Context: an optimization exercise on an open-source flow, tuned for small area, a short achievable clock period and few clock cycles. The choices shown serve that exercise and are no tape-out recipe.
Function was checked by simulation only, so behaviour that the tests miss may differ from the original.
No activity file was given, so power comes from the tool's default toggle rates.

## run 1
// tbpm_rxdec
module tbpm_rxdec (
    input  wire        clk,
    input  wire        rst,
    input  wire        cfg_we,
    input  wire [7:0]  cfg_pct,
    input  wire [15:0] cfg_floor,
    input  wire [1:0]  cfg_reg_len,
    input  wire        cfg_reg0,
    input  wire        cfg_reg1,
    input  wire        in_valid,
    output wire        in_ready,
    input  wire [31:0] in_data,
    input  wire        in_last,
    output wire        out_valid,
    input  wire        out_ready,
    output wire        rl_ok,
    output wire [3:0]  rl_cause,
    output wire [31:0] rl_word,
    output wire        fw_ok,
    output wire [3:0]  fw_cause,
    output wire [31:0] fw_word,
    output wire        dsp_ok,
    output wire [1:0]  dsp_tried,
    output wire [31:0] dsp_word
);
Size: ~180 I/O pins, about 11,000 µm² of cells after synthesis.
==> flow/config.mk <==
export PLATFORM = sky130hd
export DESIGN_NAME = tbpm_rxdec
export DESIGN_NICKNAME = tbpm_rxdec
export VERILOG_FILES = /design/flow/design.v
export SDC_FILE = /design/flow/constraint.sdc
export NUM_CORES = 4
export LEC_CHECK = 0
export CAP_MARGIN = 50
export CORE_MARGIN = 2
export CORE_UTILIZATION = 40
export CTS_BUF_LIST = sky130_fd_sc_hd__clkbuf_8
export SLEW_MARGIN = 70
==> flow/constraint.sdc <==
create_clock -name core_clock -period 35.0 [get_ports {clk}]
set_input_delay 7.0000 -clock core_clock [delete_from_list [all_inputs] [get_ports {clk}]]
set_output_delay 7.0000 -clock core_clock [all_outputs]
set_load 0.01 [all_outputs]
standard.sh (not shown) runs the stock make flow with config.mk's settings and CLKGATE_MAP_FILE= SYNTH_SCRIPT=/design/flow/synth_recipe.tcl, a recipe that flattens the netlist after the stock synthesis.
==> flow/flow/run.sh <==
#!/bin/bash
# Standard layout with two changes:
# - synthesis is ORFS's (flow/my_synth.tcl is synth_recipe.tcl plus an abc
#   wrapper) with the abc mapping script flow/abc_map.script, which is ORFS's
#   speed script with area recovery in &nf (-R 100); registers are untouched;
# - plain buf_1 cells as the port buffers;
# - timing repair may resize across footprints and aims for 26.9 ns of slack.
set -euo pipefail
export BUFFER_PORTS_ARGS="-buffer_cell sky130_fd_sc_hd__buf_1"
export MY_ABC_SCRIPT="$PWD/flow/abc_map.script"
bash standard.sh SYNTH_SCRIPT="$PWD/flow/my_synth.tcl" MATCH_CELL_FOOTPRINT=0 SETUP_SLACK_MARGIN=26.9 finish > standard_flow.log 2>&1
==> flow/flow/abc_map.script <==
&get -n
&st
&dch
&nf -R 100
&st
&syn2
&if -g -K 6
&synch2
&nf -R 100
&st
&syn2
&if -g -K 6
&synch2
&nf -R 100
&st
&syn2
&if -g -K 6
&synch2
&nf -R 100
&st
&syn2
&if -g -K 6
&synch2
&nf -R 100
&st
&syn2
&if -g -K 6
&synch2
&nf -R 100
&put
buffer -c
topo
stime -c
upsize -c
dnsize -c
==> flow/flow/my_synth.tcl <==
proc synth {args} { yosys synth -nofsm -noshare {*}$args }
proc abc {args} {
  set i [lsearch -exact $args -script]
  if {$i >= 0 && [info exists ::env(MY_ABC_SCRIPT)]} { lset args [expr {$i + 1}] $::env(MY_ABC_SCRIPT) }
  yosys abc {*}$args
}
source $::env(SCRIPTS_DIR)/synth.tcl
# left out here: clear keep_hierarchy, flatten, clean up, hide names made inside functions, write 1_2_yosys.v
Testbench counts of run 1, summed over its fixed seeds: cycles 31,890.
The inputs of run 2 differ from those of run 1 as listed below.
- setting CTS_CLUSTER_SIZE to 30 for the first time
- setting CTS_CLUSTER_DIAMETER to 200 for the first time
==> flow/flow/run.sh <==
#!/bin/bash
# Standard layout with two changes:
# - synthesis is ORFS's (flow/my_synth.tcl is synth_recipe.tcl plus an abc
#   wrapper) with the abc mapping script flow/abc_map.script, an area-oriented
#   script (three &nf -R 1000 -p mapping rounds, no resizing); registers are untouched;
# - plain buf_1 cells as the port buffers.
set -euo pipefail
export BUFFER_PORTS_ARGS="-buffer_cell sky130_fd_sc_hd__buf_1"
export MY_ABC_SCRIPT="$PWD/flow/abc_map.script"
bash standard.sh SYNTH_SCRIPT="$PWD/flow/my_synth.tcl" finish > standard_flow.log 2>&1
==> flow/flow/abc_map.script <==
&get -n
&st
&dch
&nf -R 1000 -p
&st
&syn2
&synch2
&nf -R 1000 -p
&st
&dch -f
&nf -R 1000 -p
&put
## What came out
| power consumed by the clock network | run 1 vs run 2 | ≈ equal |
Startpoint of the most critical setup path: sel_rl$_DFF_P_ -> run 1, sel_fw$_DFF_P_ -> run 2
| sequential share of cell area | lower: run 1 |
The global-route wire length before repair of run 2 was superior to that of run 1.
Via total after detailed routing for run 2 is lower than for run 1.
Re largest voltage drop on the vdd net: run 1 and run 2 aren't equal, and the higher value belongs to run 1.
Synthesis-to-finish area growth: run 2 vs run 1 down 5.3 points
#### Input delta (run 3 over run 2)
- a change of CAP_MARGIN from 50 to 70
- a change of SLEW_MARGIN from 70 to 85
- a deleted CTS_CLUSTER_SIZE that had been 30
- a deleted CTS_CLUSTER_DIAMETER that had been 200
==> flow/flow/run.sh <==
#!/bin/bash
# Standard layout, with plain buf_1 cells as the port buffers.
set -euo pipefail
export BUFFER_PORTS_ARGS="-buffer_cell sky130_fd_sc_hd__buf_1"
bash standard.sh > standard_flow.log 2>&1
removed: flow/flow/abc_map.script
removed: flow/flow/my_synth.tcl
## What came out
Relative to run 2, fraction of power consumed by combinational cells increased by 16 points in run 3. The area of the core region of run 3 exceeds that of run 2 by about 12%. Worst setup path endpoint: dsp_word[19] -> run 2, rl_rep[4]$_SDFFE_PP0P_ -> run 3. Looking only at final cell count, and setting everything else aside, the higher value of run 3 and run 2 goes to run 3. Going from run 2 to run 3, arrival time reported for the critical path endpoint went up, data required time at the worst endpoint went up, final worst-path cycle share went up, final critical-path setup slack went down. In run 3 the maximum clock frequency turned out 0.026 GHz lower than in run 2.
Modified inputs, run 4 compared to run 3
- SLEW_MARGIN changed from 85 to 50
- CAP_MARGIN changed from 70 to 30
--- outcome ---
From run 4 to run 3, hold violation total from the final report did not move at all.
The flow did not stop early for run 4: all stages ran, and the layout cleared the timing, design-rule and antenna checks.
Of the two values seen for heaviest power group, combinational cells was produced by run 3 and registers by run 4.
Changes observed in run 4 relative to run 3: worst setup slack went up by 2180 ps; clock insertion delay at the later pin of the skew report was more or less identical; total setup violations reported at the end of the flow was more or less identical; global-route usage went down by 2.0 points.
Comparing run 3 against run 4, there is no change at all in number of placed I/O pins.

* * *

== build 90 ==
Starting RTL as in the previous note.
export LEC_CHECK = 0
export CAP_MARGIN = 20
export CORE_MARGIN = 2
export CORE_UTILIZATION = 40
export CTS_BUF_LIST = sky130_fd_sc_hd__clkbuf_8
export SLEW_MARGIN = 20
create_clock -name core_clock -period 35.0 [get_ports {clk}]
==> flow/flow/run.sh <==
#!/bin/bash
# Standard layout, with plain buf_1 cells as the port buffers.
set -euo pipefail
export BUFFER_PORTS_ARGS="-buffer_cell sky130_fd_sc_hd__buf_1"
bash standard.sh > standard_flow.log 2>&1
Build 90 was carried through to the last stage, and its layout satisfied the timing, design-rule and antenna checks.
Testbench counts of build 90, summed over its fixed seeds: cycles 31,890.
Edits applied to the flow inputs when going from build 90 to build 54:
==> flow/flow/run.sh <==
#!/bin/bash
# Standard layout with two changes:
# - synthesis is ORFS's (flow/my_synth.tcl is synth_recipe.tcl plus an abc
#   wrapper) with the abc mapping script flow/abc_map.script, an area-oriented
#   script (four &nf -R 1000 -p mapping rounds); registers are untouched;
# - plain buf_1 cells as the port buffers.
set -euo pipefail
export BUFFER_PORTS_ARGS="-buffer_cell sky130_fd_sc_hd__buf_1"
export MY_ABC_SCRIPT="$PWD/flow/abc_map.script"
bash standard.sh SYNTH_SCRIPT="$PWD/flow/my_synth.tcl" finish > standard_flow.log 2>&1
==> flow/flow/abc_map.script (new file) <==
&get -n
&st
&dch
&nf -R 1000 -p
&st
&syn2
&synch2
&nf -R 1000 -p
&st
&syn2
&synch2
&nf -R 1000 -p
&st
&dch -f
&nf -R 1000 -p
&put
buffer -c
topo
stime -c
upsize -c
dnsize -c
==> flow/flow/my_synth.tcl (new file) <==
proc synth {args} { yosys synth -nofsm -noshare {*}$args }
proc abc {args} {
  set i [lsearch -exact $args -script]
  if {$i >= 0 && [info exists ::env(MY_ABC_SCRIPT)]} { lset args [expr {$i + 1}] $::env(MY_ABC_SCRIPT) }
  yosys abc {*}$args
}
source $::env(SCRIPTS_DIR)/synth.tcl
# left out here: clear keep_hierarchy, flatten, clean up, hide names made inside functions, write 1_2_yosys.v
diff --git a/flow/config.mk b/flow/config.mk
--- a/flow/config.mk
+++ b/flow/config.mk
@@ -7,3 +7,3 @@
 export LEC_CHECK = 0
-export CAP_MARGIN = 20
+export CAP_MARGIN = 50
 export CORE_MARGIN = 2
@@ -11,2 +11,2 @@
 export CTS_BUF_LIST = sky130_fd_sc_hd__clkbuf_8
-export SLEW_MARGIN = 20
+export SLEW_MARGIN = 70
Notes after the runs:
- Between build 54 and build 90, it is build 54 whose post-placement setup slack is lower, by 11 ps.
- Build 54 vs. build 90: internal power of the cells went up by 14 uW.
- Compared with build 90, build 54 instantiates a smaller number of cells.
- Compared with build 90, build 54 shows a leakage power figure that is about 5% lower.
The following lists how build 97 was set up differently from build 54:
diff --git a/flow/flow/run.sh b/flow/flow/run.sh
--- a/flow/flow/run.sh
+++ b/flow/flow/run.sh
@@ -4,3 +4,3 @@
 #   wrapper) with the abc mapping script flow/abc_map.script, an area-oriented
-#   script (four &nf -R 1000 -p mapping rounds); registers are untouched;
+#   script (one &nf -R 1000 -p mapping round); registers are untouched;
 # - plain buf_1 cells as the port buffers.
==> flow/flow/abc_map.script <==
&get -n
&st
&dch
&nf -R 1000 -p
&put
buffer -c
topo
stime -c
upsize -c
dnsize -c
Notes after the runs:
- Lower count of cell instances traversed by the critical path was reported by build 54, not build 97.
- Compared with build 54, in build 97 post-synthesis instance total down 3.7%; post-synthesis cell type count moved down; complex-gate fraction of the synthesized area now smaller; final critical-path required period up 1140 ps; global routing met1 resource utilization shrank by 0.25 points.
- Worst reg-to-reg setup slack was higher in build 54 than in build 97.
- For the per-cell routed wire length, build 97 came in 0.76% lower than build 54 did.
- When build 97 is set beside build 54, its net count of the finished layout turns out to be 35 smaller.
[inputs] build 86 vs build 97
==> flow/flow/run.sh <==
#!/bin/bash
# Standard layout, with plain buf_1 cells as the port buffers.
set -euo pipefail
export BUFFER_PORTS_ARGS="-buffer_cell sky130_fd_sc_hd__buf_1"
bash standard.sh > standard_flow.log 2>&1
diff --git a/flow/config.mk b/flow/config.mk
--- a/flow/config.mk
+++ b/flow/config.mk
@@ -10,3 +10,4 @@
 export CORE_UTILIZATION = 40
-export CTS_BUF_LIST = sky130_fd_sc_hd__clkbuf_8
+export CTS_BUF_LIST = sky130_fd_sc_hd__clkbuf_4 sky130_fd_sc_hd__clkbuf_8
+export CTS_CLUSTER_SIZE = 10
 export SLEW_MARGIN = 70
removed: flow/flow/abc_map.script
removed: flow/flow/my_synth.tcl
From build 97 to build 86 the numbers moved as follows: switching part of the total increased 2.7 points; remaining number of nets flagged by the antenna check after routing essentially unchanged; worst setup slack after placement increased 1100 ps; power increased 38 uW.
> inputs changed (build 86 -> build 23)
diff --git a/flow/config.mk b/flow/config.mk
--- a/flow/config.mk
+++ b/flow/config.mk
@@ -7,2 +7,3 @@
 export LEC_CHECK = 0
+export ABC_AREA = 1
 export CAP_MARGIN = 50
@@ -10,4 +11,3 @@
 export CORE_UTILIZATION = 40
-export CTS_BUF_LIST = sky130_fd_sc_hd__clkbuf_4 sky130_fd_sc_hd__clkbuf_8
-export CTS_CLUSTER_SIZE = 10
+export CTS_BUF_LIST = sky130_fd_sc_hd__clkbuf_8
 export SLEW_MARGIN = 70
--- outcome ---
In build 23 relative to build 86, non-clock buffer instance count of the final layout had gone down by a few percent.
Between build 86 and build 23, the flow reports routability-driven placement congestion ratio decreasing by a few percent.
Going from build 86 to build 23, multi-input gate share of the layout cell area saw a decrease; non-clock inverter instance count of the final layout saw an increase; final instance count without filler cells saw an increase.
Cmp build 86 and build 23 / final layout net count / higher: build 23
Looking at final period demand of the worst path, build 23 sits 260 ps above build 86.
Between build 23 and build 86, it is build 23 whose worst setup slack before clock tree synthesis is higher, by 42 ps.
Compared with build 86, build 23 shows total routed wirelength lower by about 13%.
Build 23 contains fewer vias than build 86.
Diff build 23..build 86 | TritonCTS buffer count | unchanged
> inputs changed (build 23 -> build 35)
==> flow/flow/run.sh <==
#!/bin/bash
# Standard layout with two changes:
# - synthesis is ORFS's (flow/my_synth.tcl is synth_recipe.tcl plus an abc
#   wrapper) with the abc mapping script flow/abc_map.script, which is ORFS's
#   speed script with area recovery in &nf (-R 100); registers are untouched;
# - plain buf_1 cells as the port buffers;
# - timing repair may resize across footprints and aims for 26.65 ns of slack.
set -euo pipefail
export BUFFER_PORTS_ARGS="-buffer_cell sky130_fd_sc_hd__buf_1"
export MY_ABC_SCRIPT="$PWD/flow/abc_map.script"
bash standard.sh SYNTH_SCRIPT="$PWD/flow/my_synth.tcl" MATCH_CELL_FOOTPRINT=0 SETUP_SLACK_MARGIN=26.65 finish > standard_flow.log 2>&1
==> flow/flow/abc_map.script (new file) <==
&get -n
&st
&dch
&nf -R 100
&st
&syn2
&if -g -K 6
&synch2
&nf -R 100
&st
&syn2
&if -g -K 6
&synch2
&nf -R 100
&st
&syn2
&if -g -K 6
&synch2
&nf -R 100
&st
&syn2
&if -g -K 6
&synch2
&nf -R 100
&st
&syn2
&if -g -K 6
&synch2
&nf -R 100
&put
buffer -c
topo
stime -c
upsize -c
dnsize -c
==> flow/flow/my_synth.tcl (new file) <==
proc synth {args} { yosys synth -nofsm -noshare {*}$args }
proc abc {args} {
  set i [lsearch -exact $args -script]
  if {$i >= 0 && [info exists ::env(MY_ABC_SCRIPT)]} { lset args [expr {$i + 1}] $::env(MY_ABC_SCRIPT) }
  yosys abc {*}$args
}
source $::env(SCRIPTS_DIR)/synth.tcl
# left out here: clear keep_hierarchy, flatten, clean up, hide names made inside functions, write 1_2_yosys.v
diff --git a/flow/config.mk b/flow/config.mk
--- a/flow/config.mk
+++ b/flow/config.mk
@@ -7,3 +7,2 @@
 export LEC_CHECK = 0
-export ABC_AREA = 1
 export CAP_MARGIN = 50
## What came out
The flow did not stop early for build 35: all stages ran, and the layout cleared the timing, design-rule and antenna checks. Diff build 23 -> build 35: share of power burned in combinational logic decreased 2.5 points, final standard cell count with taps included and fillers excluded decreased 223, switching power summed over all nets increased 0.86%, power attributed to combinational cells decreased about 5%. Of the two values seen for commonest non-fill, non-tap cell in the layout, buf_1 was produced by build 35 and inv_1 by build 23.

re-timing with driven ports:
How much do the figures lean on ideal ports? The routed layouts below were timed once more, with nothing changed but the port constraints.
Step 1 (the two cells are an assumption about what drives the block):
set clk [get_ports {clk}]
set_driving_cell -lib_cell sky130_fd_sc_hd__clkbuf_16 $clk
set_driving_cell -lib_cell sky130_fd_sc_hd__buf_2 [delete_from_list [all_inputs] $clk]
Step 2 adds t to the input delays and takes it off the output delays; t is the mean of the earliest and latest rising clock arrival at the registers after step 1. Input paths then give back, and output paths get back, about the clock's delay inside the block.
Three values: no drivers, after step 1, after step 2; two values: the first two.
run	t, ns	setup WS [ns]	hold WS [ns]	cell pins on the clock port's net
run 1	0.510	26.661 / 26.614 / 26.583	0.435 / 0.435 / 0.435	1
run 2	0.509	26.571 / 26.529 / 26.400	0.440 / 0.440 / 0.440	1
run 3	0.511	24.215 / 24.215 / 24.091	0.429 / 0.429 / 0.429	1
run 4	0.509	26.394 / 26.346 / 26.436	0.436 / 0.436 / 0.436	1
build 90	0.512	26.223 / 26.174 / 26.449	0.432 / 0.432 / 0.432	1
build 54	0.494	26.632 / 26.591 / 26.417	0.427 / 0.427 / 0.427	1
build 97	0.506	25.495 / 25.495 / 25.495	0.429 / 0.429 / 0.429	1
build 86	0.511	26.648 / 26.599 / 26.445	0.433 / 0.433 / 0.433	1
build 23	0.504	26.384 / 26.342 / 26.501	0.444 / 0.444 / 0.444	1
build 35	0.508	26.645 / 26.599 / 26.370	0.445 / 0.445 / 0.445	1
After both steps setup and hold are still met in every run listed. The setup slack of build 35, which loses most, moves by -0.046 ns with the drivers and by -0.275 ns with both steps.
